Background: an optimization exercise with open tools, aiming at small area. Do not read the settings as production practice.
Only simulation tests tie the RTL to the original design; equivalence was not proved.
Power figures rest on the tool's default switching activity, not on a simulated workload.

// servo_xcvr
module servo_xcvr (
    input  wire         clk,
    input  wire         rst,           
    input  wire         host_we,
    input  wire [5:0]   host_addr,
    input  wire [7:0]   host_wdata,
    output reg  [7:0]   host_rdata,
    output wire         tp_req,
    output wire         tp_op,         
    output reg  [4:0]   tp_len,        
    output wire [127:0] tp_wdata,      
    input  wire         tp_ack,
    input  wire         tp_err,
    input  wire [4:0]   tp_cnt,        
    input  wire [95:0]  tp_rdata,      
    input  wire [15:0]  now_ms
);
==> flow/config.mk <==
export PLATFORM = sky130hd
export DESIGN_NAME = servo_xcvr
export DESIGN_NICKNAME = servo_xcvr
export VERILOG_FILES = /design/flow/design.v
export SDC_FILE = /design/flow/constraint.sdc
export NUM_CORES = 4
export LEC_CHECK = 0
export CAP_MARGIN = 20
export CORE_MARGIN = 2
export CORE_UTILIZATION = 50
export GPL_TIMING_DRIVEN = 0
export SLEW_MARGIN = 20
==> flow/constraint.sdc <==
create_clock -name core_clock -period 30.0 [get_ports {clk}]
set_input_delay 6.0000 -clock core_clock [delete_from_list [all_inputs] [get_ports {clk}]]
set_output_delay 6.0000 -clock core_clock [all_outputs]
set_load 0.01 [all_outputs]
standard.sh (not shown) runs the stock make flow with config.mk's settings and CLKGATE_MAP_FILE= SYNTH_SCRIPT=/design/flow/synth_recipe.tcl, a recipe that flattens the netlist after the stock synthesis.
==> flow/flow/run.sh <==
#!/bin/bash
# Layout flow: the standard synthesis, then an area-oriented re-mapping of
# its combinational logic (registers kept as they are: same instances, names
# and cells), then the standard ORFS steps from floorplan to finish.
# Port buffers use the smallest buffer cell; CTS uses clkbuf_4 in clusters of at most 7 sinks, without
# dummy loads.
set -euo pipefail
export BUFFER_PORTS_ARGS="-buffer_cell sky130_fd_sc_hd__buf_1"
export REMOVE_ABC_BUFFERS=1
export CTS_ARGS="-sink_clustering_enable -repair_clock_nets -buf_list sky130_fd_sc_hd__clkbuf_4 -sink_clustering_size 7 -sink_clustering_max_diameter 40 -dont_use_dummy_load"

R=$PWD/orfs/results/$FLOW_PLATFORM/servo_xcvr/base
LIB=$FLOW_HOME/platforms/$FLOW_PLATFORM/lib/sky130_fd_sc_hd__tt_025C_1v80.lib

bash standard.sh synth > standard_synth.log 2>&1
cp $R/1_2_yosys.v $PWD/std_synth.v

sed -e "s#@LIB@#$LIB#g" -e "s#@IN@#$PWD/std_synth.v#g" -e "s#@OUT@#$PWD/remap.v#g" -e "s#@ABC@#$PWD/flow/abc_area.script#g" \
    flow/remap.ys.in > remap.ys
yosys -l remap.log -q remap.ys > remap.stdout 2>&1

cp $PWD/remap.v $R/1_2_yosys.v
rm -f $R/1_synth.odb $R/1_synth.sdc
bash standard.sh synth > standard_synth2.log 2>&1
bash standard.sh > standard.log 2>&1
==> flow/flow/abc_area.script <==
strash; dc2; &get -n; &deepsyn -T 60; &put; dch -f; amap; mfs2; strash; dc2; dch -f; amap; mfs2; strash; dc2; dch -f; amap
==> flow/flow/remap.ys.in <==
# Re-map the combinational logic of the standard synthesis for area.
# Flip-flop and full-adder cells are kept as instances (keep_hierarchy), so every
# register keeps its instance name and cell type.
read_liberty -ignore_miss_func @LIB@
read_verilog @IN@
hierarchy -top servo_xcvr
setattr -mod -set keep_hierarchy 1 sky130_fd_sc_hd__*df* sky130_fd_sc_hd__fa_*
flatten
opt_clean
tee -o remap_stat_before.txt stat -liberty @LIB@
abc -liberty @LIB@ -dont_use *probe* -dont_use *lpflow* -script @ABC@
opt_clean -purge
setundef -zero
hilomap -singleton -hicell sky130_fd_sc_hd__conb_1 HI -locell sky130_fd_sc_hd__conb_1 LO
insbuf -buf sky130_fd_sc_hd__buf_4 A X
splitnets
opt_clean -purge
tee -o remap_stat_after.txt stat -liberty @LIB@
select servo_xcvr
write_verilog -noattr -nohex -nodec -selected @OUT@
Next try:
--- a/flow/design.v
+++ b/flow/design.v
@@ -77,31 +77,31 @@
     always @* begin
         for (i = 0; i < 16; i = i + 1)
             en_b[i] = clr_rx ||
                       (hw_rx && host_addr[3:0] == i) ||
                       (rd_step && i >= rxcnt[4:0] && i < app_cnt);
     end
     reg  [127:0] app;           
     always @* begin
         for (i = 0; i < 16; i = i + 1)
             app[8*i +: 8] = en_b[i] ? sh_out[8*i +: 8] : rxbuf[8*i +: 8];
     end
-    wire resync = rd_step && in_hdr && app_cnt >= 5'd2 &&
-                  !(app[7:0] == 8'h55 && app[15:8] == 8'h55);
+    wire hdr_ok = app[7:0] == 8'h55 && app[15:8] == 8'h55;
+    wire resync = rd_step && in_hdr && app_cnt >= 5'd2 && !hdr_ok;
     wire [31:0]  rs_lo   = resync ? {8'd0, app[31:8]} : app[31:0];
     wire [4:0]   rs_cnt  = resync ? app_cnt - 5'd1 : app_cnt;
     wire [127:0] rx_next = {app[127:32], rs_lo};
     wire [3:0] enc_n  = req_np[3:0];
     wire [3:0] enc_L  = enc_n + 4'd3;
     wire       enc_fail = req_np > 8'd10 || req_id == 8'd255;
-    wire [7:0] rx_L   = rxbuf[31:24];
+    wire [7:0] rx_L   = app[31:24];    
     wire       use_enc = !busy && host_wdata[0];
     reg  [111:0] ck;            
     always @* begin
         for (i = 2; i < 16; i = i + 1) begin
             if (use_enc) begin
                 case (i)
                     2: ck[8*(i-2) +: 8] = req_id;
                     3: ck[8*(i-2) +: 8] = {4'd0, enc_L};
                     4: ck[8*(i-2) +: 8] = req_cmd;
                     15: ck[8*(i-2) +: 8] = 8'd0;
                     default: ck[8*(i-2) +: 8] = (i - 5 < enc_n) ? req_p[8*(i-5) +: 8] : 8'd0;
@@ -282,43 +282,46 @@
     wire t168 = t152 & t166;
     wire t169 = t153 ^ t154 ^ t168;
     wire t170 = (t153 & t154) | (t153 & t168) | (t154 & t168);
     wire t171 = t155 ^ t156 ^ t170;
     wire t172 = (t155 & t156) | (t155 & t170) | (t156 & t170);
     wire t173 = t157 ^ t158 ^ t172;
     wire t174 = (t157 & t158) | (t157 & t172) | (t158 & t172);
     wire t175 = t159 ^ t160 ^ t174;
     assign csum = {t175, t173, t171, t169, t167, t165, t163, t161};
     wire [7:0] enc_cks = ~csum;
     wire       sum_ok  = csum == 8'hFF;
+    wire       L_lo = rx_L < 8'd3;
+    wire       L_hi = rx_L > 8'd13;
+    wire [4:0] explen_L = rx_L[4:0] + 5'd3;
     reg  [7:0] dec_res;
     reg  [4:0] dec_explen;
     always @* begin
         dec_explen = 5'd0;
         if (rxcnt > 8'd16)                                   dec_res = 8'h37;
         else if (rxcnt < 8'd2)                               dec_res = 8'h25;
-        else if (rxbuf[7:0] != 8'h55 || rxbuf[15:8] != 8'h55) dec_res = 8'h15;
+        else if (!hdr_ok)                                    dec_res = 8'h15;
         else if (rxcnt < 8'd4)                               dec_res = 8'h25;
-        else if (rx_L < 8'd3)                                dec_res = 8'h35;
-        else if (rx_L > 8'd13)                               dec_res = 8'h06;
+        else if (L_lo)                                       dec_res = 8'h35;
+        else if (L_hi)                                       dec_res = 8'h06;
         else begin
-            dec_explen = rx_L[4:0] + 5'd3;
-            if (rxcnt[4:0] < rx_L[4:0] + 5'd3)               dec_res = 8'h45;
+            dec_explen = explen_L;
+            if (rxcnt[4:0] < explen_L)                       dec_res = 8'h45;
             else if (!sum_ok)                                dec_res = 8'h04;
             else                                             dec_res = 8'h00;
         end
     end
     wire [15:0] now_minus_dl = now_ms - deadline;
     wire        expired      = ~now_minus_dl[15];
     wire [4:0]  echo_left    = echo_rem - tp_cnt;
-    wire [7:0]  hdr_L        = rs_lo[31:24];
+    wire [7:0]  hdr_L        = rx_L;
     assign tp_req   = busy;
     assign tp_op    = !in_send;
     assign tp_wdata = {tx_b, tx_cmd, 4'd0, tx_L, tx_id, 16'h5555};
     always @* begin
         case (state)
             S_SEND:   tp_len = txlen;
             S_ECHO:   tp_len = echo_rem;
             S_HEADER: tp_len = 5'd4 - rxcnt[4:0];
             default:  tp_len = exp_len - rxcnt[4:0];
         endcase
     end
@@ -465,28 +468,28 @@
                             echo_rem <= echo_left;
                             if (echo_left == 5'd0 || tp_cnt == 5'd0)
                                 state <= S_HEADER;
                         end
                     end
                     S_HEADER: begin
                         if (tp_err)
                             complete(8'h41);
                         else begin
                             rxcnt <= {3'd0, rs_cnt};
                             if (rs_cnt == 5'd4) begin
-                                if (hdr_L < 8'd3)
+                                if (L_lo)
                                     complete(8'h35);
-                                else if (hdr_L > 8'd13)
+                                else if (L_hi)
                                     complete(8'h06);
                                 else begin
-                                    exp_len <= hdr_L[4:0] + 5'd3;
+                                    exp_len <= explen_L;
                                     state   <= S_BODY;
                                 end
                             end else if (expired)
                                 complete(8'h02);
                         end
                     end
                     S_BODY: begin
                         if (tp_err)
                             complete(8'h51);
                         else begin
                             rxcnt <= {3'd0, app_cnt};
Outcome: Final cell count barely changes. Register-to-register slack gets worse by 2300 ps. Clock-buffer cell count came out higher by 1. Power came out lower by 12%. Sequential cell count is unchanged. Synthesized area came out lower by 1.1%. Setup slack gets worse by 1800 ps. Via count stays flat. Die area came out lower by 1.1%. Design area came out lower by 1.0%.

what the ideal ports hide:
The results above use ideal ports. As a check the final layouts listed here were re-extracted and re-timed, cells and wires unchanged.
Step 1 sets driving cells, clkbuf_16 on the clock port and buf_2 on the other inputs (assumed; they add their load-dependent delay and slew).
Step 2 times the ports against the registers' clock, not the clock port: input delays grow and output delays shrink by t, the midpoint of the rising clock arrivals with the driver on.
Three values: no drivers, after step 1, after step 2; two values: the first two.
run | t (ns) | setup WS [ns] | cell pins on the clock port's net
the first run | 0.886 | 9.535 / 9.558 / 8.672 | 1
the second run | 0.938 | 7.695 / 7.732 / 6.793 | 1
After both steps every run listed still meets setup and hold. For the second run, which loses most, drivers alone change the setup slack by +0.037 ns; drivers and shift together by -0.902 ns.
